Context: an optimization exercise on an open-source flow, tuned for small area, a short achievable clock period and few clock cycles. The choices shown serve that exercise and are no tape-out recipe. At most, simulation tests tie the RTL to the original design; equivalence was not proved. Function not checked in runs 1 and 2: the RTL went through the layout flow alone. Power figures rest on the tool's default switching activity, not on a simulated workload.

**flow/config.mk**
```make
export PLATFORM = sky130hd
export DESIGN_NAME = its_block
export DESIGN_NICKNAME = its_block
export VERILOG_FILES = /design/flow/design.v
export SDC_FILE = /design/flow/constraint.sdc
export NUM_CORES = 4
export LEC_CHECK = 0
export CAP_MARGIN = 20
export CORE_MARGIN = 2
export CORE_UTILIZATION = 40
export CTS_CLUSTER_DIAMETER = 80
export CTS_CLUSTER_SIZE = 30
export SLEW_MARGIN = 20
```
**flow/constraint.sdc**
```tcl
create_clock -name core_clock -period 10.0 [get_ports {clk}]
set_input_delay 2.0000 -clock core_clock [delete_from_list [all_inputs] [get_ports {clk}]]
set_output_delay 2.0000 -clock core_clock [all_outputs]
set_load 0.01 [all_outputs]
```
**flow/design.v**
```verilog
module its_block (
    input  wire         clk,
    input  wire         rst,         
    input  wire         req_valid,
    output wire         req_ready,
    input  wire [31:0]  req_word,    
    output reg          resp_valid,
    output wire [31:0]  resp_word,   
    output wire [191:0] rec,         
    input  wire         tick,
    input  wire [3:0]   ch_pins,
    output wire         mem_rd,
    output wire [9:0]   mem_addr,
    input  wire [7:0]   mem_rdata
);
    localparam [7:0] OP_NOP      = 8'h00, OP_TMASK  = 8'h01, OP_TUNMASK = 8'h02,
                     OP_ERRRD    = 8'h03, OP_ERRCLR = 8'h04, OP_STATRD  = 8'h05,
                     OP_CRCCLR   = 8'h10, OP_CRCBYTE = 8'h11, OP_CRCRD  = 8'h12,
                     OP_CRCCHAN  = 8'h13, OP_CRCMSG = 8'h14, OP_CRCCMPC = 8'h15,
                     OP_CRCCMPM  = 8'h16, OP_MSGCHK = 8'h17,
                     OP_LDW      = 8'h20, OP_LDM    = 8'h21, OP_LDE     = 8'h22,
                     OP_RDW      = 8'h23, OP_RDM    = 8'h24, OP_RDE     = 8'h25,
                     OP_TINIT    = 8'h26, OP_ARMM   = 8'h27, OP_EDGE    = 8'h28,
                     OP_SELIDX   = 8'h30, OP_SELACT = 8'h31, OP_SELNEXT = 8'h32,
                     OP_CHLATCH  = 8'h33, OP_CHCMD  = 8'h34, OP_CHRD    = 8'h35;
    function [15:0] crc_step;
        input [15:0] c;
        input [7:0]  b;
        integer k;
        reg [15:0] t;
        begin
            t = c ^ {b, 8'h00};
            for (k = 0; k < 8; k = k + 1)
                t = t[15] ? ((t << 1) ^ 16'h1021) : (t << 1);
            crc_step = t;
        end
    endfunction
    function [9:0] r5_addr;
        input [3:0] c;
        begin
            case (c)
                4'd0:    r5_addr = 10'd20;
                4'd1:    r5_addr = 10'd44;
                4'd2:    r5_addr = 10'd68;
                4'd3:    r5_addr = 10'd92;
                4'd4:    r5_addr = 10'd116;
                4'd5:    r5_addr = 10'd140;
                4'd6:    r5_addr = 10'd164;
                4'd7:    r5_addr = 10'd188;
                4'd8:    r5_addr = 10'd212;
                4'd9:    r5_addr = 10'd236;
                4'd10:   r5_addr = 10'd260;
                default: r5_addr = 10'd284;
            endcase
        end
    endfunction
    function [3:0] mod12;
        input [7:0] i;
        reg [1:0] m;
        begin
            case (i[7:2])
                6'd0: m = 2'd0;
                6'd1: m = 2'd1;
                6'd2: m = 2'd2;
                6'd3: m = 2'd0;
                6'd4: m = 2'd1;
                6'd5: m = 2'd2;
                6'd6: m = 2'd0;
                6'd7: m = 2'd1;
                6'd8: m = 2'd2;
                6'd9: m = 2'd0;
                6'd10: m = 2'd1;
                6'd11: m = 2'd2;
                6'd12: m = 2'd0;
                6'd13: m = 2'd1;
                6'd14: m = 2'd2;
                6'd15: m = 2'd0;
                6'd16: m = 2'd1;
                6'd17: m = 2'd2;
                6'd18: m = 2'd0;
                6'd19: m = 2'd1;
                6'd20: m = 2'd2;
                6'd21: m = 2'd0;
                6'd22: m = 2'd1;
                6'd23: m = 2'd2;
                6'd24: m = 2'd0;
                6'd25: m = 2'd1;
                6'd26: m = 2'd2;
                6'd27: m = 2'd0;
                6'd28: m = 2'd1;
                6'd29: m = 2'd2;
                6'd30: m = 2'd0;
                6'd31: m = 2'd1;
                6'd32: m = 2'd2;
                6'd33: m = 2'd0;
                6'd34: m = 2'd1;
                6'd35: m = 2'd2;
                6'd36: m = 2'd0;
                6'd37: m = 2'd1;
                6'd38: m = 2'd2;
                6'd39: m = 2'd0;
                6'd40: m = 2'd1;
                6'd41: m = 2'd2;
                6'd42: m = 2'd0;
                6'd43: m = 2'd1;
                6'd44: m = 2'd2;
                6'd45: m = 2'd0;
                6'd46: m = 2'd1;
                6'd47: m = 2'd2;
                6'd48: m = 2'd0;
                6'd49: m = 2'd1;
                6'd50: m = 2'd2;
                6'd51: m = 2'd0;
                6'd52: m = 2'd1;
                6'd53: m = 2'd2;
                6'd54: m = 2'd0;
                6'd55: m = 2'd1;
                6'd56: m = 2'd2;
                6'd57: m = 2'd0;
                6'd58: m = 2'd1;
                6'd59: m = 2'd2;
                6'd60: m = 2'd0;
                6'd61: m = 2'd1;
                6'd62: m = 2'd2;
                6'd63: m = 2'd0;
                default: m = 2'd0;
            endcase
            mod12 = {m, i[1:0]};
        end
    endfunction
    function legal_word;
        input [31:0] q;
        reg [7:0] o;
        reg ua, uv, kn;
        begin
            o  = q[31:24];
            ua = (o == OP_CRCBYTE) || (o == OP_SELIDX) || (o == OP_CHCMD);
            uv = (o == OP_CRCCMPC) || (o == OP_CRCCMPM) || (o == OP_LDW) ||
                 (o == OP_LDM) || (o == OP_LDE);
            kn = (o <= 8'h05) ||
                 (o >= 8'h10 && o <= 8'h17) ||
                 (o >= 8'h20 && o <= 8'h28) ||
                 (o >= 8'h30 && o <= 8'h35);
            legal_word = kn && (ua || q[23:16] == 8'h00) && (uv || q[15:0] == 16'h0000);
        end
    endfunction
    reg [15:0] crc_acc;
    reg        err_flag;
    reg        msg_valid;
    reg [15:0] wait_t;
    reg [15:0] msg_t;
    reg [15:0] elem_t;
    reg [15:0] elem_rl;
    reg [15:0] dly_rl;
    reg        edge_flag;
    reg        tick_mask;
    reg        tick_pending;
    reg [3:0]  ch_base;
    reg [3:0]  ch_delta;
    reg        reload_req;
    reg  [3:0] ch_active;    
    wire [15:0] chrd     = {3'd0, reload_req, ch_active, ch_delta, ch_base};
    reg        rdy;
    reg        go;           
    reg [31:0] w;            
    reg [3:0]  pins;
    assign req_ready = rdy;
    reg [1:0]  r_st;
    reg [1:0]  r_aux;
    reg [15:0] rv;
    assign resp_word = {6'd0, r_st, 6'd0, r_aux, rv};
    reg        rd;
    reg [9:0]  addr;
    reg [1:0]  tg0;
    reg        rv1;
    reg [9:0]  a1;
    reg [1:0]  tg1;
    reg        dv;
    reg [9:0]  a2;
    reg [1:0]  tg2;
    wire [7:0] md   = sr[7:0];      
    wire [7:0] prev = sr[15:8];     
    assign mem_rd   = rd;
    assign mem_addr = addr;
    reg [191:0] sr;
    assign rec = {sr[159:0], sr[191:160]};
    reg        seq;          
    reg        fin;          
    reg        last1;        
    reg        m_chan, m_msg, m_hdr, m_sel, m_cmp, m_init;
    reg [8:0]  spx;          
    reg [4:0]  gcnt;         
    reg        hs;           
    reg        gx;           
    reg        ff;           
    reg        fb, e_fl, dok;
    reg [3:0]  sel_c;
    wire [7:0]  op = w[31:24];
    wire [7:0]  qa = w[23:16];
    wire [15:0] qv = w[15:0];
    reg  legal;              
    wire [3:0] cmd_code = qa[7:4];
    wire [3:0] cmd_k    = qa[3:0];
    wire [3:0] act1 = ch_active + 4'd1;
    reg  [3:0] sel_i;
    always @* begin
        case (op[1:0])
            2'd0:    sel_i = mod12(qa);
            2'd1:    sel_i = mod12({4'd0, ch_active});
            default: sel_i = mod12({4'd0, act1});
        endcase
    end
    wire [15:0] crc_out = go ? crc_step(crc_acc, qa) : crc_step(rv, md);
    wire        tick_do = tick & ~tick_mask;
    wire [15:0] wait_d  = (wait_t != 16'd0) ? wait_t - 16'd1 : 16'd0;
    wire [15:0] msg_d   = (msg_t  != 16'd0) ? msg_t  - 16'd1 : 16'd0;
    wire        e_fire  = (elem_t[15:1] == 15'd0);
    wire [15:0] elem_d  = e_fire ? elem_rl : elem_t - 16'd1;
    wire        op_b    = go && legal;
    wire        op_unm  = op_b && (op == OP_TUNMASK);
    wire        op_ldw  = op_b && (op == OP_LDW);
    wire        op_ldm  = op_b && (op == OP_LDM);
    wire        op_lde  = op_b && (op == OP_LDE);
    wire        op_armm = op_b && (op == OP_ARMM);
    wire        op_edge = op_b && (op == OP_EDGE);
    wire        dlv     = tick_do || (op_unm && tick_pending);
    wire        c_act    = seq && dv;
    wire        md_ff    = (md == 8'hFF);
    wire        md_esc   = (md == 8'h18);
    wire        md_f     = (md[7:4] == 4'hF);
    wire        sel_empty = ff && md_ff;
    wire        hit      = (a2 >= 10'd303) && (prev == 8'h18) && md_f;
    wire        scan     = c_act && m_hdr && (tg2 == 2'd1);
    wire        chk_f    = scan && md_f;                         
    wire        chk_e    = scan && md_esc && (a2 != 10'd541);    
    wire        chk_req  = chk_f || chk_e;
    wire [9:0]  chk_addr = chk_f ? {a2[9:1], 1'b0} : a2 + 10'd1;
    wire        found    = c_act && m_hdr &&
                           ((tg2 == 2'd2 && md_esc) || (tg2 == 2'd3 && md_f));
    wire [7:0]  found_len = a2[7:0] - ((tg2 == 2'd2) ? 8'h1E : 8'h1F);
    wire        hdr_none = seq && m_hdr && gx && !rd && !rv1 && !dv;
    wire        hdr_end  = found || hdr_none;
    wire        chan_end = c_act && m_chan && (a2 == 10'd287);
    wire        msg_end  = c_act && m_msg && (hit || a2 == 10'd541);
    wire        crc_ok   = chan_end || (msg_end && hit);     
    wire        seq_end  = chan_end || msg_end || hdr_end;
    wire        init_ok  = hdr_end && m_init && found && dok;   
    wire        op_crcclr  = op_b && (op == OP_CRCCLR);
    wire        op_crcbyte = op_b && (op == OP_CRCBYTE);
    wire        op_latch   = op_b && (op == OP_CHLATCH);
    wire        op_selact  = op_b && (op == OP_SELACT);
    wire        op_cmd     = op_b && (op == OP_CHCMD);
    wire        cmd_c      = op_cmd && (cmd_code == 4'hC);
    wire        cmd_b      = op_cmd && (cmd_code == 4'hB);
    wire        cmd_9      = op_cmd && (cmd_code == 4'h9) && (ch_delta > cmd_k);
    wire [15:0] wait_n  = dlv ? wait_d : (op_ldw ? qv : wait_t);
    wire [15:0] msg_n   = dlv ? msg_d  : (op_ldm ? qv : (op_armm ? dly_rl : msg_t));
    wire [15:0] elem_n  = dlv ? elem_d : ((op_lde || init_ok) ? qv : elem_t);
    wire [15:0] crc_n   = op_crcclr ? 16'd0 : ((op_crcbyte || crc_ok) ? crc_out : crc_acc);
    wire [3:0]  base_n  = op_latch ? pins : (cmd_c ? cmd_k : ch_base);
    wire [3:0]  delta_n = (cmd_c || cmd_9) ? 4'd0 : (cmd_b ? ch_delta + cmd_k : ch_delta);
    wire        reload_n = (op_latch || cmd_c || cmd_b || cmd_9) ? 1'b1 :
                           (op_selact ? 1'b0 : reload_req);
    wire [3:0]  act_n   = op_latch ? pins + ch_delta :
                          cmd_c    ? cmd_k :
                          cmd_b    ? ch_active + cmd_k :
                          cmd_9    ? ch_base : ch_active;
    reg        b_store;      
    reg [1:0]  b_st, b_aux;
    reg [15:0] b_val;
    always @* begin
        b_store = 1'b0;
        b_st    = 2'd0;
        b_aux   = 2'd0;
        b_val   = 16'd0;
        if (!legal) begin
            b_st = 2'd3;
        end else begin
            case (op)
            OP_TUNMASK: b_val = {15'd0, tick_pending};
            OP_ERRRD,
            OP_ERRCLR:  b_val = {15'd0, err_flag};
            OP_STATRD:  b_val = {4'd0, ch_active, (msg_t == 16'd0), (wait_t == 16'd0),
                                 tick_pending, tick_mask, reload_req, msg_valid,
                                 err_flag, edge_flag};
            OP_CRCCLR, OP_CRCBYTE, OP_CRCRD:
                        b_val = crc_n;
            OP_CRCCHAN, OP_CRCCMPC, OP_CRCMSG, OP_CRCCMPM, OP_MSGCHK, OP_TINIT,
            OP_SELIDX, OP_SELACT, OP_SELNEXT:
                        b_store = 1'b1;
            OP_LDW, OP_RDW:
                        b_val = wait_n;
            OP_LDM, OP_RDM, OP_ARMM:
                        b_val = msg_n;
            OP_LDE, OP_RDE:
                        b_val = elem_n;
            OP_EDGE:    b_val = {15'd0, edge_flag};
            OP_CHLATCH, OP_CHCMD, OP_CHRD: begin
                b_val = {3'd0, reload_n, act_n, delta_n, base_n};
                if (op == OP_CHCMD) begin
                    if (cmd_code == 4'hC || cmd_code == 4'hB || cmd_9)
                        b_aux = 2'd3;
                    else if (cmd_code == 4'h9)
                        b_aux = 2'd1;
                end
            end
            default: ;
            endcase
        end
    end
    wire        sel_fb   = c_act && m_sel && (tg2 == 2'd2) && sel_empty && !fb &&
                           (sel_c != 4'd0);
    reg [1:0]  f_st, f_aux;
    reg [15:0] f_val;
    always @* begin
        f_st  = 2'd0;
        f_aux = 2'd0;
        f_val = 16'd0;
        if (fin) begin
            f_val = crc_acc;
            f_st  = {1'b0, crc_acc != qv};
        end else if (last1) begin
            f_aux = {e_fl, fb};
            f_val = {4'd0, sel_c, 4'd0, fb ? 4'd0 : sel_c};
        end else if (m_hdr) begin
            f_st  = (found && dok) ? 2'd0 : 2'd2;
            f_aux = {dok, found};
            f_val = m_init ? qv : (found ? {8'd0, found_len} : 16'd0);
        end else if (msg_end && !hit) begin
            f_st  = 2'd2;
        end else if (c_act) begin
            f_val = crc_out;
        end
    end
    wire f_resp = fin || last1 || (seq_end && !(crc_ok && m_cmp));
    always @(posedge clk) begin
        sr <= {sr[183:0], mem_rdata};
        a1 <= addr;
        a2 <= a1;
        tg1 <= tg0;
        tg2 <= tg1;
        if (go) begin
            r_st  <= b_st;
            r_aux <= b_aux;
            rv    <= b_val;
        end else begin
            r_st  <= f_st;
            r_aux <= f_aux;
            rv    <= f_val;
        end
    end
    always @(posedge clk) begin
        if (!(go || seq || fin)) begin
            w    <= req_word;
            pins <= ch_pins;
            legal <= legal_word(req_word);
        end
        addr <= addr + 10'd1;
        if (go && legal) begin
            m_chan <= (op == OP_CRCCHAN) || (op == OP_CRCCMPC);
            m_msg  <= (op == OP_CRCMSG) || (op == OP_CRCCMPM);
            m_hdr  <= (op == OP_MSGCHK) || (op == OP_TINIT);
            m_sel  <= (op == OP_SELIDX) || (op == OP_SELACT) || (op == OP_SELNEXT);
            m_cmp  <= (op == OP_CRCCMPC) || (op == OP_CRCCMPM);
            m_init <= (op == OP_TINIT);
            tg0    <= 2'd0;
            hs     <= 1'b0;
            gx     <= 1'b0;
            sel_c  <= sel_i;
            gcnt   <= 5'd0;
            case (op)
            OP_CRCCHAN, OP_CRCCMPC: addr <= 10'd0;
            OP_CRCMSG, OP_CRCCMPM:  addr <= 10'd288;
            OP_MSGCHK, OP_TINIT:    addr <= 10'd290;
            OP_SELIDX, OP_SELACT, OP_SELNEXT: begin
                addr <= r5_addr(sel_i);
                tg0  <= 2'd1;
                ff   <= 1'b1;
                fb   <= 1'b0;
            end
            default: ;
            endcase
        end
        if (seq && rd && m_sel) begin
            gcnt <= gcnt + 5'd1;
            if (gcnt == 5'd3)
                addr <= addr - 10'd23;
            tg0  <= (gcnt == 5'd0 || gcnt == 5'd1) ? 2'd1 :
                    (gcnt == 5'd2) ? 2'd2 : 2'd0;
        end
        if (seq && m_hdr) begin
            if (!hs) begin
                tg0 <= 2'd0;
                if (addr == 10'd293) begin
                    addr <= 10'd303;
                    spx  <= 9'd152;      
                    tg0  <= 2'd1;
                    hs   <= 1'b1;
                end
            end else if (chk_req) begin
                addr <= chk_addr;
                tg0  <= chk_f ? 2'd2 : 2'd3;
            end else if (!gx) begin
                addr <= {spx, 1'b1};
                tg0  <= 2'd1;
                spx  <= spx + 9'd1;
                if (spx == 9'd270)       
                    gx <= 1'b1;
            end
        end
        if (c_act) begin
            if (m_hdr && tg2 == 2'd0) begin
                if (!a2[2]) begin
                    w[15:0] <= {w[7:0], md};
                    if (a2[0])
                        dok <= !(w[7:0] == 8'hFF && md_ff);
                end else
                    w[31:16] <= {w[23:16], md};
            end
            if (m_sel && tg2 != 2'd0) begin
                ff <= sel_empty;
                if (tg2 == 2'd2) begin
                    e_fl <= sel_empty;
                    if (sel_empty) fb <= 1'b1;
                end
            end
        end
        if (sel_fb) begin
            addr <= 10'd20;
            tg0  <= 2'd1;
            gcnt <= 5'd0;
            ff   <= 1'b1;
        end
    end
    always @(posedge clk) begin
        if (rst) begin
            rdy          <= 1'b1;
            go           <= 1'b0;
            resp_valid   <= 1'b0;
            rd           <= 1'b0;
            rv1          <= 1'b0;
            dv           <= 1'b0;
            seq          <= 1'b0;
            fin          <= 1'b0;
            last1        <= 1'b0;
        end else begin
            go    <= rdy && req_valid;
            if (rdy && req_valid)
                rdy <= 1'b0;
            rv1   <= rd;
            dv    <= rv1;
            fin   <= 1'b0;
            last1 <= 1'b0;
            resp_valid <= (go && !(legal && b_store)) || f_resp;
            if ((go && !(legal && b_store)) || f_resp)
                rdy <= 1'b1;
            if (go && legal && b_store) begin
                seq <= 1'b1;
                rd  <= 1'b1;
            end
            if (seq && rd && (m_chan || m_msg)) begin
                if (m_chan ? (addr == 10'd287) : (addr == 10'd541))
                    rd <= 1'b0;
            end
            if (seq && rd && m_sel && gcnt == 5'd23) begin
                rd    <= 1'b0;
                last1 <= 1'b1;
            end
            if (seq && m_hdr)
                rd <= chk_req || !gx;
            if (sel_fb) begin
                rd   <= 1'b1;
                rv1  <= 1'b0;
                dv   <= 1'b0;
            end
            if (seq_end) begin
                seq <= 1'b0;
                rd  <= 1'b0;
                rv1 <= 1'b0;
                dv  <= 1'b0;
                if (crc_ok && m_cmp)
                    fin <= 1'b1;
            end
            if (last1) begin
                seq <= 1'b0;
                rv1 <= 1'b0;
                dv  <= 1'b0;
            end
        end
    end
    reg rst_r;
    always @(posedge clk)
        rst_r <= rst;
    always @(posedge clk) begin
        if (rst_r) begin
            crc_acc      <= 16'd0;
            err_flag     <= 1'b0;
            msg_valid    <= 1'b0;
            wait_t       <= 16'd0;
            msg_t        <= 16'd0;
            elem_t       <= 16'd0;
            elem_rl      <= 16'd0;
            dly_rl       <= 16'd0;
            edge_flag    <= 1'b0;
            tick_mask    <= 1'b1;
            tick_pending <= tick;
            ch_base      <= 4'd0;
            ch_delta     <= 4'd0;
            ch_active    <= 4'd0;
            reload_req   <= 1'b1;
        end else begin
            if (go && legal) begin
                case (op)
                OP_TMASK:   tick_mask <= 1'b1;
                OP_TUNMASK: tick_mask <= 1'b0;
                OP_ERRCLR:  err_flag <= 1'b0;
                default: ;
                endcase
            end
            if (seq_end) begin
                if (m_msg && !hit && m_cmp)
                    err_flag <= 1'b1;
                if (m_hdr)
                    msg_valid <= found && dok;
            end
            if (fin && crc_acc != qv)
                err_flag <= 1'b1;
            wait_t     <= wait_n;
            msg_t      <= msg_n;
            elem_t     <= elem_n;
            crc_acc    <= crc_n;
            ch_base    <= base_n;
            ch_delta   <= delta_n;
            ch_active  <= act_n;
            reload_req <= reload_n;
            if (op_lde || init_ok)
                elem_rl <= qv;
            if (init_ok)
                dly_rl <= w[31:16];
            if (dlv && e_fire)
                edge_flag <= 1'b1;
            else if (op_edge || init_ok)
                edge_flag <= 1'b0;
            if (tick && tick_mask)
                tick_pending <= 1'b1;
            else if (op_unm)
                tick_pending <= 1'b0;
        end
    end
endmodule
```
**flow/flow/run.sh**
```bash
#!/bin/bash
# Standard ORFS layout (the standard.sh), with timing repair aiming below the clock
# period and small port buffers.
set -euo pipefail
bash standard.sh SETUP_SLACK_MARGIN=6.5 'BUFFER_PORTS_ARGS=-buffer_cell sky130_fd_sc_hd__buf_2' finish > standard_finish.log 2>&1
```
**flow/standard.sh**
```bash
#!/bin/bash
# synth_recipe.tcl (not shown) runs the flow's synth.tcl, then flattens the netlist and writes it again
# the make line also repeats each setting of config.mk as NAME=value (left out here)
make -C /OpenROAD-flow-scripts/flow DESIGN_CONFIG=/design/flow/config.mk WORK_HOME=/design/flow/orfs CLKGATE_MAP_FILE= SYNTH_SCRIPT=/design/flow/synth_recipe.tcl "${@:-finish}"
```
==> impl_table.tex, run 1 <==
\begin{tabular}{lr}
\hline
Metric & Value \\
\hline
\multicolumn{2}{l}{\textbf{Outcome}} \\
\quad Result of the run & finished clean \\
\multicolumn{2}{l}{\textbf{Timing}} \\
\quad Setup TNS & 0 ns \\
\quad Final hold vios & 0 \\
\quad Total of endpoints with negative setup slack in the final report & 0 \\
\quad Achievable Freq & 287 MHz \\
\quad Post-route fraction of the period consumed by the critical path & 34.8\% \\
\quad Final critical delay including setup and external delays & 3.48 ns \\
\quad RSZ-0062 raised after global routing & no \\
\quad Relative slew margins & 32.6\% \\
\quad Clock skew after layout & 0.0266 ns \\
\quad Tightest Pin Transition & 1.01 ns \\
\quad Number of pins exceeding their max-slew limit in the final report & 0 \\
\multicolumn{2}{l}{\textbf{Pwr}} \\
\quad Clk pwr share & 31.8\% \\
\quad Sw frac & 31.8\% \\
\quad Highest ir drop seen on vdd & 0.000116 V \\
\quad Reported net switching power & 1.26 mW \\
\quad Overall power of the completed layout & 3.95 mW \\
\quad Reg power frac & 52.8\% \\
\quad Internal Pwr Total & 2.69 mW \\
\quad Lkg Pwr & 9.56 nW \\
\quad Power density relative to cell area & 171 mW/mm\^{}2 \\
\quad Power share of the combinational group & 15.4\% \\
\multicolumn{2}{l}{\textbf{Die}} \\
\quad Die area & 0.0519 mm\^{}2 \\
\quad Initial core utilization & 40.7\% \\
\quad Site Rows & 81 \\
\quad Die height & 228 um \\
\quad IO Pins & 285 \\
\quad Die Width & 228 um \\
\quad Core region area & 0.0492 mm\^{}2 \\
\multicolumn{2}{l}{\textbf{Setup path}} \\
\quad Path depth of the worst reg2reg path & 5 \\
\quad Critical setup path kind & input port to register \\
\quad Cells along the critical path & buf\_2, nor2b\_4, a41oi\_4, buf\_12, a21o\_4, a2bb2oi\_1, nand2b\_1, a21oi\_1, or4\_1 \\
\quad Startpoint type of the worst setup path & input port \\
\quad R2R Setup Slk & 6.61 ns \\
\quad Nature of the critical path endpoint & register \\
\quad CP required & 10.49 ns \\
\quad Maximum single-stage delay on the critical path & 0.50 ns \\
\quad Arrival time at the worst endpoint & 3.97 ns \\
\quad CP delay by family, top & compound AO/OA/AOI/OAI gates \\
\quad Count of buffer and inverter cells on the critical path & 2 \\
\quad Worst path depth & 9 \\
\quad Worst-path cell with the longest stage delay & sky130\_fd\_sc\_hd\_\_or4\_1 \\
\quad Worst Path Max Fanout & 29 \\
\multicolumn{2}{l}{\textbf{CTS}} \\
\quad Clock transition at path regs & 0.10 ns \\
\quad Clock latency of the later-clocked register in the worst-skew pair & 0.61 ns \\
\quad Cts hold-fix bufs & 0 \\
\quad Clock tree from TritonCTS & yes \\
\quad TritonCTS buffer count & 26 \\
\quad Master cell of the clock root buffer & sky130\_fd\_sc\_hd\_\_clkbuf\_16 \\
\quad Bufs on Longest Clock Path & 3 \\
\quad H-tree depth & 1 \\
\quad Clock Sink Count & 441 \\
\multicolumn{2}{l}{\textbf{Drt}} \\
\quad Total wirelength of the detailed-routed design & 75,400 um \\
\quad Number of design rule violations left after detail routing & 0 \\
\quad Count of TritonRoute iterations in the first routing pass & 8 \\
\quad Routed length per placed instance & 24.7 um \\
\quad Antenna Violating Nets Remaining & 0 \\
\quad Total via count in the routed design & 17,927 \\
\quad Number of violations reported at the end of detailed-routing iteration 0 & 1,871 \\
\quad Vias per inst & 5.87 \\
\multicolumn{2}{l}{\textbf{Cells and area}} \\
\quad Layout cell share with drive strength beyond 1 & 18.1\% \\
\quad Area occupied by registers & 0.00911 mm\^{}2 \\
\quad Combined area of the multi-input logic cells & 0.0103 mm\^{}2 \\
\quad Layout area overhead & 15.0\% \\
\quad Filler Cell Count & 4,713 \\
\quad Net count, final & 2,461 \\
\quad Antenna diode count & 0 \\
\multicolumn{2}{l}{\textbf{Global route}} \\
\quad GRT Overall Usage & 27.8\% \\
\quad Maximum number of pins on one net before global-route repair & 76 \\
\quad Vias in the first global route & 16,926 \\
\quad Initial antenna violation count & 6 \\
\quad First-pass GRT wire length & 111,000 um \\
\quad Total congestion overflow after global routing & 0 \\
\multicolumn{2}{l}{\textbf{Synthesis}} \\
\quad Count of state elements after synthesis & 441 \\
\quad Post-synthesis instance total & 2,174 \\
\quad Number of synthesis warnings & 1 \\
\quad Sequential fraction of the synthesis area & 45.4\% \\
\quad Post-Syn Area & 0.0200 mm\^{}2 \\
\quad Post-synth ARST share & 0\% \\
\quad Synthesized area divided by synthesized cell count & 9.21 um\^{}2 \\
\quad Number of unique standard cell types used by synthesis & 98 \\
\quad Number of enable-type register cells in the synthesized netlist & 27 \\
\quad Top flip-flop cell by instance count after synthesis & sky130\_fd\_sc\_hd\_\_dfxtp\_1 \\
\multicolumn{2}{l}{\textbf{Job}} \\
\quad Max-cap check violation count & 0 \\
\multicolumn{2}{l}{\textbf{Placement}} \\
\quad Global placement routability congestion & 0.955 \\
\quad Number of port buffers & 272 \\
\quad Detailed placement HPWL & 56,700 um \\
\multicolumn{2}{l}{\textbf{Min path}} \\
\quad Worst min path class & register to register \\
\quad Worst hold path depth & 0 \\
\hline
\end{tabular}
-- stage by stage --
stage	cell area, um^2	setup slack (ns)	instances	hold slack (ns)	util, %
2_1_floorplan	20100	6.46	2185	0.310	-
3_3_place_gp	21900	5.33	3005	0.311	44.6
3_5_place_dp	21900	5.30	3005	0.312	44.6
4_1_cts	22900	6.50	3052	0.335	46.7
5_1_grt	23000	6.50	3054	0.342	46.9
6_report	23000	6.52	3054	0.335	46.9
-- synth_stat cells, drive strengths merged (48+ instances only) --
| library cell | n | area share, % |
|---|---|---|
| clkbuf | 103 | 1.9 |
| mux2i | 80 | 4.0 |
| xnor2 | 59 | 2.6 |
| nor3 | 57 | 1.5 |
| inv | 48 | 0.90 |
| o21ai | 91 | 2.3 |
| nor2 | 216 | 4.0 |
| nand2 | 205 | 3.8 |
| dfxtp | 414 | 41 |
| a21oi | 129 | 3.2 |
| nand3 | 54 | 1.4 |
| xor2 | 60 | 2.6 |
-- routing by layer --
layer,up-vias,track usage [%],routed length [um],share of wire (%)
met3,133,4.73,6440,8.5
met4,2,8.66,2470,3.3
met2,918,43.9,33400,44
li1,8225,-,-,-
met5,-,0,15,0.020
met1,8649,38.9,33000,44
-- layout make-up --
cell class                      count  share of cell area [%]
Clock buffer                       27                    2.88
Clock inverter                     16                    1.16
Inverter                           49                   0.799
Multi-Input combinational cell   1548                    44.7
Sequential cell                   441                    39.5
Tap cell                          664                    3.61
Timing Repair Buffer              309                    7.28
-- flip-flops by register name, summed over array words and instances (netlist names), 5 cells and up, named ones only --
signal	cells
rv	16
wait_t	16
crc_acc	16
spx	9
addr	10
w	32
elem_t	16
elem_rl	16
gcnt	5
msg_t	16
dly_rl	16
a2	10
a1	10
sr	192
-- cell families (layout without fill, tap and decap cells) --
group,after synthesis,count (layout),share of synthesized area [%]
buf+inv,196,401,4.19
fa+ha+maj,38,38,2.49
other cells,1,12,0.0187
compound gates,497,497,16.9
mux,93,93,4.73
simple gates,779,779,19.9
xor+xnor,129,129,6.34
flops,441,441,45.4
-- layout by cell type, fill, tap and decap left out, types with 11 or more instances in the layout --
cell	count
sky130_fd_sc_hd__dfxtp_1	408
sky130_fd_sc_hd__buf_2	272
sky130_fd_sc_hd__nor2_1	215
sky130_fd_sc_hd__nand2_1	204
sky130_fd_sc_hd__a21oi_1	129
sky130_fd_sc_hd__o21ai_0	89
sky130_fd_sc_hd__mux2i_1	80
sky130_fd_sc_hd__xor2_1	60
sky130_fd_sc_hd__xnor2_1	59
sky130_fd_sc_hd__nand3_1	50
sky130_fd_sc_hd__nor3_1	50
sky130_fd_sc_hd__inv_1	48
sky130_fd_sc_hd__a211oi_1	36
sky130_fd_sc_hd__ha_1	35
sky130_fd_sc_hd__buf_4	33
sky130_fd_sc_hd__nor4_1	32
sky130_fd_sc_hd__nand4_1	29
sky130_fd_sc_hd__clkbuf_16	27
sky130_fd_sc_hd__edfxtp_1	27
sky130_fd_sc_hd__or3_1	21
sky130_fd_sc_hd__and2_1	21
sky130_fd_sc_hd__and3_1	20
sky130_fd_sc_hd__a31oi_1	18
sky130_fd_sc_hd__o22a_1	18
sky130_fd_sc_hd__nand2b_1	17
sky130_fd_sc_hd__nor2b_1	17
sky130_fd_sc_hd__o31ai_1	15
sky130_fd_sc_hd__o22ai_1	15
sky130_fd_sc_hd__o21a_1	14
sky130_fd_sc_hd__a221oi_1	14
sky130_fd_sc_hd__and4_1	13
sky130_fd_sc_hd__mux2_2	13
sky130_fd_sc_hd__a211o_1	12
sky130_fd_sc_hd__o221ai_1	12
sky130_fd_sc_hd__conb_1	12
sky130_fd_sc_hd__o211ai_1	11
sky130_fd_sc_hd__a311oi_1	11
-- worst paths after layout --
path           from     end
max reg2reg   w[29]   rv[3]
min reg2reg  tg1[1]  tg2[1]
min          tg1[1]  tg2[1]
max            tick   rv[3]
-- power groups by stage --
stage          registers, mW  clock network, mW  logic, mW
4_1_cts                 2.08               1.27      0.599
3_3_place_gp            2.12                  0      0.593
6_report                2.08               1.25      0.608
2_1_floorplan           2.03                  0      0.423
3_5_place_dp            2.12                  0      0.596
5_1_grt                 2.10               1.33      0.659
-- what timing repair did --
action	in CTS	in global routing
gates resized for setup	15	9
gates cloned	0	1
buffers inserted	4	1
setup endpoints to repair	20	11
pin swaps	2	2
hold endpoints to repair	0	0
==> run 2: changes to the inputs <==
==> flow/flow/run.sh (replaced) <==
#!/bin/bash
# Standard ORFS layout (the standard.sh), with timing repair aiming below the clock
# period and small port buffers.
set -euo pipefail
bash standard.sh SETUP_SLACK_MARGIN=7.0 'BUFFER_PORTS_ARGS=-buffer_cell sky130_fd_sc_hd__buf_2' finish > standard_finish.log 2>&1
==> impl_table.tex, run 2 <==
\begin{tabular}{lr}
\hline
Metric & Value \\
\hline
\multicolumn{2}{l}{\textbf{Outcome}} \\
\quad Result of the run & finished clean \\
\multicolumn{2}{l}{\textbf{CTS}} \\
\quad Cts hold-fix bufs & 0 (unchanged) \\
\quad H-tree depth & 1 (unchanged) \\
\quad Clock latency of the later-clocked register in the worst-skew pair & 0.63 ns (+0.02 ns) \\
\quad Bufs on Longest Clock Path & 3 (unchanged) \\
\quad Master cell of the clock root buffer & sky130\_fd\_sc\_hd\_\_clkbuf\_16 \\
\quad Clock Sink Count & 441 (unchanged) \\
\quad Clock tree from TritonCTS & yes \\
\quad Clock transition at path regs & 0.10 ns (about the same) \\
\quad TritonCTS buffer count & 29 (+12\%) \\
\multicolumn{2}{l}{\textbf{Placement}} \\
\quad Number of port buffers & 272 (unchanged) \\
\quad Global placement routability congestion & 0.973 (+1.9\%) \\
\quad Worst slack at placement & 5.23 ns (-0.0775 ns) \\
\quad Detailed placement HPWL & 57,400 um (+1.2\%) \\
\multicolumn{2}{l}{\textbf{Global route}} \\
\quad First-pass GRT wire length & 121,000 um (+8.9\%) \\
\quad Initial antenna violation count & 1 (-5) \\
\quad GRT Overall Usage & 30.5\% (+2.7 points) \\
\quad Vias in the first global route & 18,069 (+6.8\%) \\
\quad Total congestion overflow after global routing & 0 (unchanged) \\
\quad Maximum number of pins on one net before global-route repair & 60 (-21\%) \\
\multicolumn{2}{l}{\textbf{Cells and area}} \\
\quad Max FFs per register & 192 (unchanged) \\
\quad Combined area of the multi-input logic cells & 0.0106 mm\^{}2 (+3.3\%) \\
\quad Registers with the highest flip-flop counts & sr x192, w x32 \\
\quad Layout cell share with drive strength beyond 1 & 33.1\% (+15 points) \\
\quad Most frequent standard cell in the layout excluding fill and tap cells & sky130\_fd\_sc\_hd\_\_buf\_6 \\
\quad Highest-count cells in the layout ignoring fill and taps & 234 x sky130\_fd\_sc\_hd\_\_buf\_6, 213 x sky130\_fd\_sc\_hd\_\_nor2\_1, 200 x sky130\_fd\_sc\_hd\_\_nand2\_1 \\
\quad Layout area overhead & 33.0\% \\
\quad Register with the most flip-flops & sr \\
\quad Net count, final & 2,600 (+5.6\%) \\
\quad Filler Cell Count & 4,297 (-8.8\%) \\
\quad Area occupied by registers & 0.00948 mm\^{}2 (+4.1\%) \\
\multicolumn{2}{l}{\textbf{Drt}} \\
\quad Vias per inst & 5.94 (+1.2\%) \\
\quad Count of TritonRoute iterations in the first routing pass & 6 (-2) \\
\quad Antenna Violating Nets Remaining & 0 (unchanged) \\
\quad Total wirelength of the detailed-routed design & 82,700 um (+9.6\%) \\
\quad Routed length per placed instance & 25.9 um (+4.7\%) \\
\quad Total via count in the routed design & 18,989 (+5.9\%) \\
\quad Number of violations reported at the end of detailed-routing iteration 0 & 2,042 (+9.1\%) \\
\quad Number of design rule violations left after detail routing & 0 (unchanged) \\
\multicolumn{2}{l}{\textbf{Setup path}} \\
\quad Reg2reg end & rv[0] \\
\quad End point of the critical path & rv[3] \\
\quad Startpoint type of the worst setup path & input port \\
\quad Worst path depth & 10 (+1) \\
\quad Cells along the critical path & buf\_6, nor2b\_4, buf\_4, a41o\_4, buf\_12, nand2\_8, o21ai\_2, a311oi\_2, a21oi\_1, or4\_1 \\
\quad Nature of the critical path endpoint & register \\
\quad Worst Path Max Fanout & 6 (-79\%) \\
\quad Count of buffer and inverter cells on the critical path & 3 (+1) \\
\quad Critical setup path kind & input port to register \\
\quad Worst-path cell with the longest stage delay & sky130\_fd\_sc\_hd\_\_or4\_1 \\
\quad Arrival time at the worst endpoint & 3.94 ns (-0.03 ns) \\
\quad Source of the critical timing path & tick \\
\quad R2R Setup Slk & 6.72 ns (+0.11 ns) \\
\quad CP required & 10.49 ns (about the same) \\
\quad Maximum single-stage delay on the critical path & 0.47 ns (-0.03 ns) \\
\quad CP delay by family, top & compound AO/OA/AOI/OAI gates \\
\quad Reg2Reg Launch Point & elem\_t[5] \\
\quad Path depth of the worst reg2reg path & 7 (+2) \\
\multicolumn{2}{l}{\textbf{Synthesis}} \\
\quad Post-Syn Area & 0.0200 mm\^{}2 (unchanged) \\
\quad Post-synthesis instance total & 2,174 (unchanged) \\
\quad Post-synthesis simple-gate area fraction & 19.9\% (unchanged) \\
\quad Most used standard cells in the synthesized netlist & 414 x sky130\_fd\_sc\_hd\_\_dfxtp\_1, 216 x sky130\_fd\_sc\_hd\_\_nor2\_1, 205 x sky130\_fd\_sc\_hd\_\_nand2\_1 \\
\quad Synthesized area divided by synthesized cell count & 9.21 um\^{}2 (unchanged) \\
\quad Number of unique standard cell types used by synthesis & 98 (unchanged) \\
\quad Main combinational cell family by area after synthesis & simple AND/OR/NAND/NOR gates \\
\quad Post-synth ARST share & 0\% (unchanged) \\
\quad Sequential fraction of the synthesis area & 45.4\% (unchanged) \\
\quad Largest cells by area after synthesis & sky130\_fd\_sc\_hd\_\_dfxtp\_1 41\%, sky130\_fd\_sc\_hd\_\_edfxtp\_1 4.0\%, sky130\_fd\_sc\_hd\_\_nor2\_1 4.0\% \\
\quad Proportion of synthesized area in mux cells & 4.73\% (unchanged) \\
\quad Number of synthesis warnings & 1 (unchanged) \\
\quad Area share of the largest cell type after synthesis & 41.4\% (unchanged) \\
\quad Most frequent cell after synthesis & sky130\_fd\_sc\_hd\_\_dfxtp\_1 \\
\quad Adder-cell share of the synthesized area & 2.49\% (unchanged) \\
\quad Xor and xnor fraction of the mapped netlist area & 6.34\% (unchanged) \\
\quad Area fraction in compound gates after synthesis & 16.9\% (unchanged) \\
\quad Top flip-flop cell by instance count after synthesis & sky130\_fd\_sc\_hd\_\_dfxtp\_1 \\
\quad Number of enable-type register cells in the synthesized netlist & 27 (unchanged) \\
\quad Count of state elements after synthesis & 441 (unchanged) \\
\quad Dominant cell type by area after synthesis & sky130\_fd\_sc\_hd\_\_dfxtp\_1 \\
\multicolumn{2}{l}{\textbf{Die}} \\
\quad Initial core utilization & 40.7\% (unchanged) \\
\quad Die Width & 228 um (unchanged) \\
\quad Core region area & 0.0492 mm\^{}2 (unchanged) \\
\quad Die height & 228 um (unchanged) \\
\quad Die area & 0.0519 mm\^{}2 (unchanged) \\
\quad IO Pins & 285 (unchanged) \\
\quad Site Rows & 81 (unchanged) \\
\multicolumn{2}{l}{\textbf{Timing}} \\
\quad Achievable Freq & 289 MHz (+0.74\%) \\
\quad Final critical delay including setup and external delays & 3.46 ns (-0.0256 ns) \\
\quad Final hold vios & 0 (unchanged) \\
\quad Total of endpoints with negative setup slack in the final report & 0 (unchanged) \\
\quad Final critical-path setup slack & 6.54 ns (+0.0256 ns) \\
\quad Setup TNS & 0 ns (unchanged) \\
\quad Clock skew after layout & 0.0365 ns (+0.00990 ns) \\
\quad Number of pins exceeding their max-slew limit in the final report & 0 (unchanged) \\
\quad Relative slew margins & 31.8\% (-0.88 points) \\
\quad RSZ-0062 raised after global routing & yes \\
\quad Post-route fraction of the period consumed by the critical path & 34.6\% (-0.26 points) \\
\quad Tightest Pin Transition & 1.02 ns (+0.00751 ns) \\
\multicolumn{2}{l}{\textbf{Min path}} \\
\quad Hold Path Origin & tg1[1] \\
\quad Worst min path class & register to register \\
\multicolumn{2}{l}{\textbf{Pwr}} \\
\quad Highest ir drop seen on vdd & 0.000145 V (+25\%) \\
\quad Power share of the combinational group & 18.6\% (+3.2 points) \\
\quad Sw frac & 32.6\% (+0.75 points) \\
\quad Clk pwr share & 33.3\% (+1.5 points) \\
\quad Power density relative to cell area & 162 mW/mm\^{}2 (-5.3\%) \\
\quad Lkg Pwr & 11.0 nW (+15\%) \\
\quad Reg power frac & 48.2\% (-4.6 points) \\
\quad Reported net switching power & 1.41 mW (+12\%) \\
\quad Internal Pwr Total & 2.91 mW (+8.2\%) \\
\multicolumn{2}{l}{\textbf{Job}} \\
\quad Max-cap check violation count & 0 (unchanged) \\
\hline
\end{tabular}
-- run 2: changes by cell type in the layout (fill, tap and decap cells not counted), moves of 6 or more --
cell                        change
sky130_fd_sc_hd__dfxtp_2      +175
sky130_fd_sc_hd__clkinv_16      +7
sky130_fd_sc_hd__buf_6        +232
sky130_fd_sc_hd__buf_12         +6
sky130_fd_sc_hd__o21ai_1       +17
sky130_fd_sc_hd__buf_2        -219
sky130_fd_sc_hd__o21ai_0       -22
sky130_fd_sc_hd__buf_4        +109
sky130_fd_sc_hd__dfxtp_4       +40
sky130_fd_sc_hd__dfxtp_1      -215
-- run 2: worst register-to-register path, stage by stage, from the launching register on --
cell,delay [ns]
sky130_fd_sc_hd__dfxtp_1,0.38
sky130_fd_sc_hd__nor4_1,0.67
sky130_fd_sc_hd__nand4_1,0.69
sky130_fd_sc_hd__nor2_1,0.52
sky130_fd_sc_hd__a211oi_1,0.12
sky130_fd_sc_hd__a211o_1,0.32
sky130_fd_sc_hd__o41ai_2,0.31
sky130_fd_sc_hd__o221ai_1,0.16
-- run 2: layer usage --
layer	share of wire, %	up-vias	GRT usage (%)
met2	45	1030	48.8
met5	0	-	0
met4	3.7	0	11.0
met3	9.2	161	5.84
met1	42	9295	41.1
li1	-	8503	-
-- run 2: what timing repair did --
action                     4_1_cts  5_1_grt
cloned                           5        0
gates resized for setup        550       72
setup endpoints to repair      281      272
setup buffers                   95       37
pin swaps                       22       21
-- run 2: worst min-delay path by stage --
| stage | to | slack [ns] | cells after the start |
|---|---|---|---|
| after floorplan | a2[0] | 0.31 | 0 |
| after global placement | a2[2] | 0.31 | 0 |
| after detailed placement | a2[5] | 0.31 | 0 |
| after CTS | tg2[1] | 0.33 | 0 |
| after global routing | a2[5] | 0.35 | 0 |
| final | tg2[1] | 0.34 | 0 |
-- run 2: final cells by class --
cell class / instances / area share (%)
sequential: 441 / 35.6
clock buffer: 31 / 2.75
tap: 664 / 3.12
antenna: 1 / 0.00940
multi-input combinational: 1548 / 40.0
clock inverter: 19 / 1.64
inverter: 49 / 0.705
timing repair buffer: 445 / 16.2
-- run 2: cells by family after synthesis --
logic type | after synthesis
compound gates | 497
xor+xnor | 129
fa+ha+maj | 38
buf+inv | 196
flops | 441
mux | 93
other cells | 1
simple gates | 779
-- run 2: metrics by stage --
stage	instance area (um^2)	hold slack, ns	utilization (%)	instances	total power, mW
after floorplan	20300	0.310	-	2185	2.46
after global placement	22000	0.311	44.8	3010	2.72
after detailed placement	22000	0.313	44.8	3010	2.72
after CTS	26000	0.334	53.0	3160	4.29
after global routing	26600	0.349	54.2	3197	4.46
final	26600	0.336	54.2	3198	4.32
-- run 2: power groups by stage --
stage	combinational, mW	sequential, mW	clock, mW
2_1_floorplan	0.427	2.03	0
3_3_place_gp	0.604	2.11	0
3_5_place_dp	0.607	2.12	0
4_1_cts	0.775	2.07	1.45
5_1_grt	0.855	2.09	1.52
6_report	0.803	2.08	1.44
==> run 3: changes to the inputs <==
--- a/flow/design.v
+++ b/flow/design.v
@@ -164,5 +164,5 @@
     reg        go;           
     reg [31:0] w;            
-    reg [3:0]  pins;
+    reg [3:0]  pins;         
     assign req_ready = rdy;
     reg [1:0]  r_st;
@@ -254,7 +254,10 @@
     wire        cmd_b      = op_cmd && (cmd_code == 4'hB);
     wire        cmd_9      = op_cmd && (cmd_code == 4'h9) && (ch_delta > cmd_k);
-    wire [15:0] wait_n  = dlv ? wait_d : (op_ldw ? qv : wait_t);
-    wire [15:0] msg_n   = dlv ? msg_d  : (op_ldm ? qv : (op_armm ? dly_rl : msg_t));
-    wire [15:0] elem_n  = dlv ? elem_d : ((op_lde || init_ok) ? qv : elem_t);
+    wire [15:0] wait_v  = op_ldw ? qv : wait_t;
+    wire [15:0] msg_v   = op_ldm ? qv : (op_armm ? dly_rl : msg_t);
+    wire [15:0] elem_v  = (op_lde || init_ok) ? qv : elem_t;
+    wire [15:0] wait_n  = dlv ? wait_d : wait_v;
+    wire [15:0] msg_n   = dlv ? msg_d  : msg_v;
+    wire [15:0] elem_n  = dlv ? elem_d : elem_v;
     wire [15:0] crc_n   = op_crcclr ? 16'd0 : ((op_crcbyte || crc_ok) ? crc_out : crc_acc);
     wire [3:0]  base_n  = op_latch ? pins : (cmd_c ? cmd_k : ch_base);
@@ -290,9 +293,9 @@
                         b_store = 1'b1;
             OP_LDW, OP_RDW:
-                        b_val = wait_n;
+                        b_val = wait_v;
             OP_LDM, OP_RDM, OP_ARMM:
-                        b_val = msg_n;
+                        b_val = msg_v;
             OP_LDE, OP_RDE:
-                        b_val = elem_n;
+                        b_val = elem_v;
             OP_EDGE:    b_val = {15'd0, edge_flag};
             OP_CHLATCH, OP_CHCMD, OP_CHRD: begin
@@ -353,7 +356,7 @@
         if (!(go || seq || fin)) begin
             w    <= req_word;
-            pins <= ch_pins;
-            legal <= legal_word(req_word);
         end
+        pins  <= ch_pins;
+        legal <= legal_word(req_word);
         addr <= addr + 10'd1;
         if (go && legal) begin
==> impl_table.tex, run 3 <==
\begin{tabular}{lr}
\hline
Metric & Value \\
\hline
\multicolumn{2}{l}{\textbf{Outcome}} \\
\quad Result of the run & finished clean \\
\multicolumn{2}{l}{\textbf{Cells and area}} \\
\quad Final standard cell area without fillers & 0.0249 mm\^{}2 (-6.4\%) \\
\quad Net count, final & 2,518 (-3.2\%) \\
\quad Layout area overhead & 28.8\% \\
\quad Most frequent standard cell in the layout excluding fill and tap cells & sky130\_fd\_sc\_hd\_\_nand2\_1 \\
\quad Max FFs per register & 192 (unchanged) \\
\quad Registers with the highest flip-flop counts & sr x192, w x32 \\
\quad Layout cell share with drive strength beyond 1 & 30.3\% (-2.8 points) \\
\quad Antenna diode count & 0 (-1) \\
\quad Register with the most flip-flops & sr \\
\quad Highest-count cells in the layout ignoring fill and taps & 241 x sky130\_fd\_sc\_hd\_\_nand2\_1, 218 x sky130\_fd\_sc\_hd\_\_buf\_6, 200 x sky130\_fd\_sc\_hd\_\_nor2\_1 \\
\quad Cell Count, Final, Fillers Out & 3,067 (-4.1\%) \\
\multicolumn{2}{l}{\textbf{Timing}} \\
\quad Clock skew after layout & 0.0379 ns (+0.00140 ns) \\
\quad Setup TNS & 0 ns (unchanged) \\
\quad Final hold vios & 0 (unchanged) \\
\quad Relative slew margins & 31.8\% (about the same) \\
\quad Final critical delay including setup and external delays & 3.22 ns (-0.231 ns) \\
\quad Achievable Freq & 310 MHz (+7.1\%) \\
\quad Tightest Pin Transition & 1.02 ns (+0.00775 ns) \\
\quad Final critical-path setup slack & 6.78 ns (+0.231 ns) \\
\quad RSZ-0062 raised after global routing & yes \\
\quad Post-route fraction of the period consumed by the critical path & 32.2\% (-2.3 points) \\
\quad Total of endpoints with negative setup slack in the final report & 0 (unchanged) \\
\quad Number of pins exceeding their max-slew limit in the final report & 0 (unchanged) \\
\multicolumn{2}{l}{\textbf{Synthesis}} \\
\quad Post-Syn Area & 0.0193 mm\^{}2 (-3.4\%) \\
\quad Top flip-flop cell by instance count after synthesis & sky130\_fd\_sc\_hd\_\_dfxtp\_1 \\
\quad Number of unique standard cell types used by synthesis & 91 (-7.1\%) \\
\quad Post-synthesis simple-gate area fraction & 19.8\% (-0.071 points) \\
\quad Largest cells by area after synthesis & sky130\_fd\_sc\_hd\_\_dfxtp\_1 43\%, sky130\_fd\_sc\_hd\_\_nand2\_1 4.7\%, sky130\_fd\_sc\_hd\_\_a21oi\_1 4.6\% \\
\quad Area fraction in compound gates after synthesis & 15.6\% (-1.3 points) \\
\quad Synthesized area divided by synthesized cell count & 9.00 um\^{}2 (-2.3\%) \\
\quad Adder-cell share of the synthesized area & 2.57\% (+0.087 points) \\
\quad Proportion of synthesized area in mux cells & 5.17\% (+0.44 points) \\
\quad Post-synthesis instance total & 2,150 (-1.1\%) \\
\quad Xor and xnor fraction of the mapped netlist area & 5.89\% (-0.45 points) \\
\quad Number of synthesis warnings & 1 (unchanged) \\
\quad Dominant cell type by area after synthesis & sky130\_fd\_sc\_hd\_\_dfxtp\_1 \\
\quad Main combinational cell family by area after synthesis & simple AND/OR/NAND/NOR gates \\
\quad Post-synth ARST share & 0\% (unchanged) \\
\quad Area share of the largest cell type after synthesis & 43.4\% (+2.0 points) \\
\quad Count of state elements after synthesis & 441 (unchanged) \\
\quad Sequential fraction of the synthesis area & 46.8\% (+1.3 points) \\
\quad Number of enable-type register cells in the synthesized netlist & 22 (-19\%) \\
\quad Most frequent cell after synthesis & sky130\_fd\_sc\_hd\_\_dfxtp\_1 \\
\quad Most used standard cells in the synthesized netlist & 419 x sky130\_fd\_sc\_hd\_\_dfxtp\_1, 241 x sky130\_fd\_sc\_hd\_\_nand2\_1, 204 x sky130\_fd\_sc\_hd\_\_nor2\_1 \\
\multicolumn{2}{l}{\textbf{Setup path}} \\
\quad Reg2Reg Launch Point & sr[6] \\
\quad Cells along the critical path & buf\_8, buf\_6 \\
\quad Nature of the critical path endpoint & output port \\
\quad Arrival time at the worst endpoint & 1.22 ns (-2.72 ns) \\
\quad Critical setup path kind & register to output port \\
\quad Worst-path cell with the longest stage delay & sky130\_fd\_sc\_hd\_\_dfxtp\_2 \\
\quad Maximum single-stage delay on the critical path & 0.35 ns (-0.12 ns) \\
\quad Path depth of the worst reg2reg path & 10 (+3) \\
\quad R2R Setup Slk & 7.04 ns (+0.32 ns) \\
\quad Reg2reg end & rv[11] \\
\quad Startpoint type of the worst setup path & register \\
\quad CP delay by family, top & flip-flops \\
\quad Count of buffer and inverter cells on the critical path & 2 (-1) \\
\quad CP required & 8.00 ns (-2.49 ns) \\
\quad Worst Path Max Fanout & 3 (-3) \\
\multicolumn{2}{l}{\textbf{Pwr}} \\
\quad Overall power of the completed layout & 3.65 mW (-16\%) \\
\quad Lkg Pwr & 10.2 nW (-7.2\%) \\
\quad Highest ir drop seen on vdd & 0.000119 V (-19\%) \\
\quad Power density relative to cell area & 146 mW/mm\^{}2 (-9.8\%) \\
\multicolumn{2}{l}{\textbf{CTS}} \\
\quad Cts hold-fix bufs & 0 (unchanged) \\
\quad Master cell of the clock root buffer & sky130\_fd\_sc\_hd\_\_clkbuf\_16 \\
\quad Clock latency of the later-clocked register in the worst-skew pair & 0.61 ns (-0.02 ns) \\
\quad Clock Sink Count & 441 (unchanged) \\
\quad H-tree depth & 1 (unchanged) \\
\quad Clock transition at path regs & 0.11 ns (about the same) \\
\quad Bufs on Longest Clock Path & 3 (unchanged) \\
\quad TritonCTS buffer count & 28 (-3.4\%) \\
\quad Clock tree from TritonCTS & yes \\
\multicolumn{2}{l}{\textbf{Min path}} \\
\quad Hold Path Origin & a1[2] \\
\quad Worst min path class & register to register \\
\quad Worst hold path depth & 0 (unchanged) \\
\quad Endpoint of the worst hold-timing path & a2[2] \\
\multicolumn{2}{l}{\textbf{Job}} \\
\quad Max-cap check violation count & 0 (unchanged) \\
\multicolumn{2}{l}{\textbf{Die}} \\
\quad Die area & 0.0501 mm\^{}2 (-3.3\%) \\
\quad Core region area & 0.0477 mm\^{}2 (-2.9\%) \\
\quad Site Rows & 80 (-1.2\%) \\
\quad Die height & 224 um (-1.7\%) \\
\quad Initial core utilization & 40.5\% (-0.21 points) \\
\quad Die Width & 224 um (-1.7\%) \\
\quad IO Pins & 285 (unchanged) \\
\multicolumn{2}{l}{\textbf{Drt}} \\
\quad Count of TritonRoute iterations in the first routing pass & 7 (+1) \\
\quad Number of design rule violations left after detail routing & 0 (unchanged) \\
\quad Vias per inst & 5.79 (-2.4\%) \\
\quad Total wirelength of the detailed-routed design & 75,700 um (-8.5\%) \\
\quad Number of violations reported at the end of detailed-routing iteration 0 & 1,889 (-7.5\%) \\
\quad Total via count in the routed design & 17,773 (-6.4\%) \\
\quad Antenna Violating Nets Remaining & 0 (unchanged) \\
\quad Routed length per placed instance & 24.7 um (-4.6\%) \\
\multicolumn{2}{l}{\textbf{Placement}} \\
\quad Number of port buffers & 272 (unchanged) \\
\quad Worst slack at placement & 5.96 ns (+0.729 ns) \\
\quad Detailed placement HPWL & 54,100 um (-5.7\%) \\
\quad Global placement routability congestion & 0.975 (+0.14\%) \\
\quad Instance area after placement & 0.0211 mm\^{}2 (-4.4\%) \\
\quad Number of cells after detailed placement & 2,919 (-3.0\%) \\
\multicolumn{2}{l}{\textbf{Global route}} \\
\quad Initial antenna violation count & 1 (unchanged) \\
\quad GRT Overall Usage & 29.2\% (-1.3 points) \\
\quad Maximum number of pins on one net before global-route repair & 90 (+50\%) \\
\quad Total congestion overflow after global routing & 0 (unchanged) \\
\quad First-pass GRT wire length & 110,000 um (-8.8\%) \\
\quad Vias in the first global route & 16,874 (-6.6\%) \\
\hline
\end{tabular}
## run 3: cell types whose count changed in the layout (fill, tap and decap cells not counted), sizes merged, moves of 11 or more
cell,previous run,this run
a21oi,129,178
nand2,205,244
and4,13,2
nor2,216,204
nor4,39,24
xnor2,59,85
buf,443,386
xor2,60,45
## run 3: final cells by class
cell class | count | area [um^2]
fill | 4288 | 22800
timing repair buffer | 386 | 3620
tap | 615 | 769
inverter | 45 | 169
clock buffer | 32 | 757
clock inverter | 18 | 329
sequential | 441 | 9440
multi-input combinational | 1530 | 9840
## run 3: power breakdown
group          internal (mW)  total [mW]  switching (mW)
registers               1.83        1.93          0.0994
clock network          0.616        1.38           0.769
logic                  0.164       0.335           0.171
## run 3: how the worst max path moves through the flow
stage	from	to	slack (ns)	depth (start not counted)
6_report	sr[0]	rec[32]	6.78	2
5_1_grt	sr[0]	rec[32]	6.74	2
4_1_cts	sr[0]	rec[32]	6.77	2
3_5_place_dp	go	rv[11]	5.96	6
3_3_place_gp	go	rv[7]	5.83	6
2_1_floorplan	req_word[20]	register	6.79	5
## run 3: metal layers
metal  global-route usage [%]  part of all wire, %  vias to the layer above
li1                         -                    -                     8159
met1                     39.0                   42                     8622
met2                     47.2                   45                      861
met3                     6.53                  9.4                      131
met4                     8.90                  3.2                        0
met5                        0                    0                        -
## run 3: through the flow
step,hold WS (ns),utilization (%)
detailed placement,0.312,44.1
floorplan,0.310,-
CTS,0.334,51.4
global route,0.343,52.2
finish,0.334,52.2
global placement,0.312,44.1
## run 3: cell families after synthesis
group,after synthesis
AOI/OAI and AO/OA,474
xor gates and xnor gates,130
and+or+nand+nor,778
DFF,441
other,1
buffers and inverters,190
muxes,98
adders and majority gates,38
## run 3: timing repair
action	4_1_cts	5_1_grt
endpoints found under the setup margin	347	278
resized for setup	518	43
setup buffers	73	25
pin swaps	2	9
Testbench counts of run 3, summed over its fixed seeds: cycles 88,706.
==> run 4: changes to the inputs <==
==> flow/flow/run.sh (replaced) <==
#!/bin/bash
# Standard ORFS layout (the standard.sh), with timing repair aiming below the clock
# period and small port buffers.
set -euo pipefail
bash standard.sh SETUP_SLACK_MARGIN=6.5 'BUFFER_PORTS_ARGS=-buffer_cell sky130_fd_sc_hd__buf_2' finish > standard_finish.log 2>&1
==> impl_table.tex, run 4 <==
\begin{tabular}{lr}
\hline
Metric & Value \\
\hline
\multicolumn{2}{l}{\textbf{Outcome}} \\
\quad Result of the run & finished clean \\
\multicolumn{2}{l}{\textbf{Die}} \\
\quad Die height & 224 um (unchanged) \\
\quad Die area & 0.0501 mm\^{}2 (unchanged) \\
\quad Site Rows & 80 (unchanged) \\
\quad IO Pins & 285 (unchanged) \\
\quad Die Width & 224 um (unchanged) \\
\quad Core region area & 0.0477 mm\^{}2 (unchanged) \\
\quad Initial core utilization & 40.5\% (unchanged) \\
\multicolumn{2}{l}{\textbf{Job}} \\
\quad Max-cap check violation count & 0 (unchanged) \\
\multicolumn{2}{l}{\textbf{CTS}} \\
\quad Clock latency of the later-clocked register in the worst-skew pair & 0.61 ns (about the same) \\
\quad Clock transition at path regs & 0.11 ns (about the same) \\
\quad Clock Sink Count & 441 (unchanged) \\
\quad TritonCTS buffer count & 27 (-3.6\%) \\
\quad H-tree depth & 1 (unchanged) \\
\quad Clock tree from TritonCTS & yes \\
\quad Master cell of the clock root buffer & sky130\_fd\_sc\_hd\_\_clkbuf\_16 \\
\quad Bufs on Longest Clock Path & 3 (unchanged) \\
\quad Cts hold-fix bufs & 0 (unchanged) \\
\multicolumn{2}{l}{\textbf{Drt}} \\
\quad Number of violations reported at the end of detailed-routing iteration 0 & 1,777 (-5.9\%) \\
\quad Vias per inst & 5.79 (about the same) \\
\quad Antenna Violating Nets Remaining & 0 (unchanged) \\
\quad Number of design rule violations left after detail routing & 0 (unchanged) \\
\quad Routed length per placed instance & 23.6 um (-4.3\%) \\
\quad Total via count in the routed design & 17,229 (-3.1\%) \\
\quad Count of TritonRoute iterations in the first routing pass & 7 (unchanged) \\
\quad Total wirelength of the detailed-routed design & 70,300 um (-7.2\%) \\
\multicolumn{2}{l}{\textbf{Synthesis}} \\
\quad Number of synthesis warnings & 1 (unchanged) \\
\quad Number of unique standard cell types used by synthesis & 91 (unchanged) \\
\quad Most used standard cells in the synthesized netlist & 419 x sky130\_fd\_sc\_hd\_\_dfxtp\_1, 241 x sky130\_fd\_sc\_hd\_\_nand2\_1, 204 x sky130\_fd\_sc\_hd\_\_nor2\_1 \\
\quad Top flip-flop cell by instance count after synthesis & sky130\_fd\_sc\_hd\_\_dfxtp\_1 \\
\quad Post-synth ARST share & 0\% (unchanged) \\
\quad Largest cells by area after synthesis & sky130\_fd\_sc\_hd\_\_dfxtp\_1 43\%, sky130\_fd\_sc\_hd\_\_nand2\_1 4.7\%, sky130\_fd\_sc\_hd\_\_a21oi\_1 4.6\% \\
\quad Dominant cell type by area after synthesis & sky130\_fd\_sc\_hd\_\_dfxtp\_1 \\
\quad Area share of the largest cell type after synthesis & 43.4\% (unchanged) \\
\quad Number of enable-type register cells in the synthesized netlist & 22 (unchanged) \\
\quad Count of state elements after synthesis & 441 (unchanged) \\
\quad Sequential fraction of the synthesis area & 46.8\% (unchanged) \\
\quad Most frequent cell after synthesis & sky130\_fd\_sc\_hd\_\_dfxtp\_1 \\
\quad Synthesized area divided by synthesized cell count & 9.00 um\^{}2 (unchanged) \\
\quad Post-synthesis instance total & 2,150 (unchanged) \\
\quad Post-Syn Area & 0.0193 mm\^{}2 (unchanged) \\
\multicolumn{2}{l}{\textbf{Timing}} \\
\quad Relative slew margins & 18.2\% (-14 points) \\
\quad Final hold vios & 0 (unchanged) \\
\quad Number of pins exceeding their max-slew limit in the final report & 0 (unchanged) \\
\quad Setup TNS & 0 ns (unchanged) \\
\quad Tightest Pin Transition & 1.22 ns (+0.198 ns) \\
\quad Total of endpoints with negative setup slack in the final report & 0 (unchanged) \\
\quad RSZ-0062 raised after global routing & no \\
\quad Clock skew after layout & 0.0308 ns (-0.00704 ns) \\
\quad Final critical delay including setup and external delays & 3.46 ns (+0.231 ns) \\
\quad Achievable Freq & 289 MHz (-6.7\%) \\
\quad Post-route fraction of the period consumed by the critical path & 34.6\% (+2.3 points) \\
\multicolumn{2}{l}{\textbf{Cells and area}} \\
\quad Combined area of the multi-input logic cells & 0.00964 mm\^{}2 (-2.0\%) \\
\quad Highest-count cells in the layout ignoring fill and taps & 412 x sky130\_fd\_sc\_hd\_\_dfxtp\_1, 272 x sky130\_fd\_sc\_hd\_\_buf\_2, 241 x sky130\_fd\_sc\_hd\_\_nand2\_1 \\
\quad Max FFs per register & 192 (unchanged) \\
\quad Most frequent standard cell in the layout excluding fill and tap cells & sky130\_fd\_sc\_hd\_\_dfxtp\_1 \\
\quad Final standard cell utilization of the core & 46.6\% (-5.6 points) \\
\quad Net count, final & 2,425 (-3.7\%) \\
\quad Cell Count, Final, Fillers Out & 2,974 (-3.0\%) \\
\quad Area occupied by registers & 0.00906 mm\^{}2 (-4.1\%) \\
\quad Layout cell share with drive strength beyond 1 & 17.1\% (-13 points) \\
\quad Registers with the highest flip-flop counts & sr x192, w x32 \\
\quad Filler Cell Count & 4,707 (+9.8\%) \\
\quad Register with the most flip-flops & sr \\
\quad Layout area overhead & 14.9\% \\
\multicolumn{2}{l}{\textbf{Min path}} \\
\quad Endpoint of the worst hold-timing path & a2[6] \\
\quad Hold Path Origin & a1[6] \\
\quad Worst hold path depth & 0 (unchanged) \\
\quad Worst min path class & register to register \\
\multicolumn{2}{l}{\textbf{Setup path}} \\
\quad Path depth of the worst reg2reg path & 9 (-1) \\
\quad Worst Path Max Fanout & 6 (+3) \\
\quad R2R Setup Slk & 6.54 ns (-0.50 ns) \\
\quad Reg2reg end & rv[12] \\
\quad Arrival time at the worst endpoint & 1.46 ns (+0.24 ns) \\
\quad Nature of the critical path endpoint & output port \\
\quad Critical setup path kind & register to output port \\
\quad Startpoint type of the worst setup path & register \\
\quad CP required & 8.00 ns (about the same) \\
\quad Reg2Reg Launch Point & sr[6] \\
\multicolumn{2}{l}{\textbf{Pwr}} \\
\quad Power density relative to cell area & 158 mW/mm\^{}2 (+8.0\%) \\
\quad Overall power of the completed layout & 3.51 mW (-3.6\%) \\
\quad Highest ir drop seen on vdd & 0.000141 V (+19\%) \\
\quad Lkg Pwr & 9.18 nW (-10\%) \\
\multicolumn{2}{l}{\textbf{Placement}} \\
\quad Global placement routability congestion & 0.995 (+2.1\%) \\
\quad Number of cells after detailed placement & 2,925 (+0.21\%) \\
\quad Detailed placement HPWL & 53,100 um (-2.0\%) \\
\quad Number of port buffers & 272 (unchanged) \\
\multicolumn{2}{l}{\textbf{Global route}} \\
\quad Total congestion overflow after global routing & 0 (unchanged) \\
\quad First-pass GRT wire length & 102,000 um (-7.1\%) \\
\quad GRT Overall Usage & 26.9\% (-2.3 points) \\
\quad Met3 routing resource usage after global routing & 6.39\% (-0.14 points) \\
\quad Initial antenna violation count & 4 (+3) \\
\quad Met1 demand-to-capacity share in global routing & 35.8\% (-3.2 points) \\
\quad Vias in the first global route & 16,276 (-3.5\%) \\
\quad Global-route layer with the greatest usage & met2 \\
\quad Maximum number of pins on one net before global-route repair & 90 (unchanged) \\
\quad Global-route track usage on met2 & 42.1\% (-5.0 points) \\
\hline
\end{tabular}
[run 4: routing by layer]
metal,wire (um),up-vias
met5,58,-
met3,6920,147
met2,30900,870
met1,29700,8253
met4,2730,8
li1,-,7951
[run 4: worst max path at each step]
| stage | start | endpoint | slack [ns] |
|---|---|---|---|
| after floorplan | req_word[20] | register | 6.74 |
| after global placement | go | rv[1] | 6.11 |
| after detailed placement | tick | wait_t[6] | 6.20 |
| after CTS | seq | register | 6.52 |
| after global routing | go | wait_t[6] | 6.51 |
| final | sr[1] | rec[33] | 6.54 |
[run 4: repair_timing]
action                                  in CTS  in global routing
pin swaps                                    0                  1
endpoints found under the setup margin      11                 22
hold endpoints to repair                     0                  0
buffers inserted                             0                  0
gates resized for setup                     10                 12
[run 4: critical path, cell delays in order (launching register included)]
cell and delay [ns]:
sky130_fd_sc_hd__dfxtp_1 0.41, sky130_fd_sc_hd__buf_4 0.28, sky130_fd_sc_hd__buf_2 0.18
[run 4: kinds of logic after synthesis]
| family | count (synthesis) | synth area share [%] |
|---|---|---|
| xor gates and xnor gates | 130 | 5.89 |
| buffers and inverters | 190 | 4.20 |
| muxes | 98 | 5.17 |
| and+or+nand+nor | 778 | 19.8 |
| DFF | 441 | 46.8 |
| adders and majority gates | 38 | 2.57 |
| other | 1 | 0.0194 |
| AOI/OAI and AO/OA | 474 | 15.6 |
[run 4: stage by stage]
stage,worst slack [ns],hold slack (ns),cell area (um^2)
2_1_floorplan,6.74,0.310,19400
3_3_place_gp,6.11,0.312,21100
3_5_place_dp,6.20,0.312,21100
4_1_cts,6.52,0.338,22200
5_1_grt,6.51,0.346,22200
6_report,6.54,0.338,22200
[run 4: final cells by class]
class / count / share of cell area (%)
Antenna cell: 3 / 0.0338
Multi-Input combinational cell: 1530 / 43.4
Inverter: 45 / 0.760
Sequential cell: 441 / 40.7
Clock buffer: 30 / 3.19
Timing Repair Buffer: 294 / 6.90
Clock inverter: 16 / 1.55
Tap cell: 615 / 3.46
[run 4: where the power goes]
| group | internal [mW] | total, mW | switching (mW) | leakage [nW] |
|---|---|---|---|---|
| clock | 0.584 | 1.34 | 0.756 | 0.493 |
| combinational | 0.101 | 0.263 | 0.162 | 5.00 |
| sequential | 1.83 | 1.91 | 0.0823 | 3.69 |
| total | 2.51 | 3.51 | 1.00 | 9.18 |

==> static timing again, ports no longer ideal <==
How much do the figures lean on ideal ports? The routed layouts below were timed once more, with nothing changed but the port constraints.
Step 1 sets driving cells, clkbuf_16 on the clock port and buf_2 on the other inputs (assumed; they add their load-dependent delay and slew).
Step 2 adds t to the input delays and takes it off the output delays; t is the mean of the earliest and latest rising clock arrival at the registers after step 1. Input paths then give back, and output paths get back, about the clock's delay inside the block.
Slacks: no drivers / after step 1 / after step 2; pairs: no drivers / after step 1.
run	t, ns	setup WS [ns]	worst register clock-pin slew, ns	worst data-port slew with drivers (ns)	pins driven straight from the clock port
run 1	0.649	6.519 / 6.522 / 5.899	0.11 / 0.11	0.08	1
run 2	0.677	6.545 / 6.571 / 5.894	0.11 / 0.11	0.07	1
run 3	0.657	6.775 / 6.714 / 6.478	0.11 / 0.11	0.09	1
run 4	0.651	6.544 / 6.484 / 6.250	0.12 / 0.12	0.07	1
After both steps every run listed still meets setup and hold. The setup slack of run 2, which loses most, moves by +0.026 ns with the drivers and by -0.651 ns with both steps.
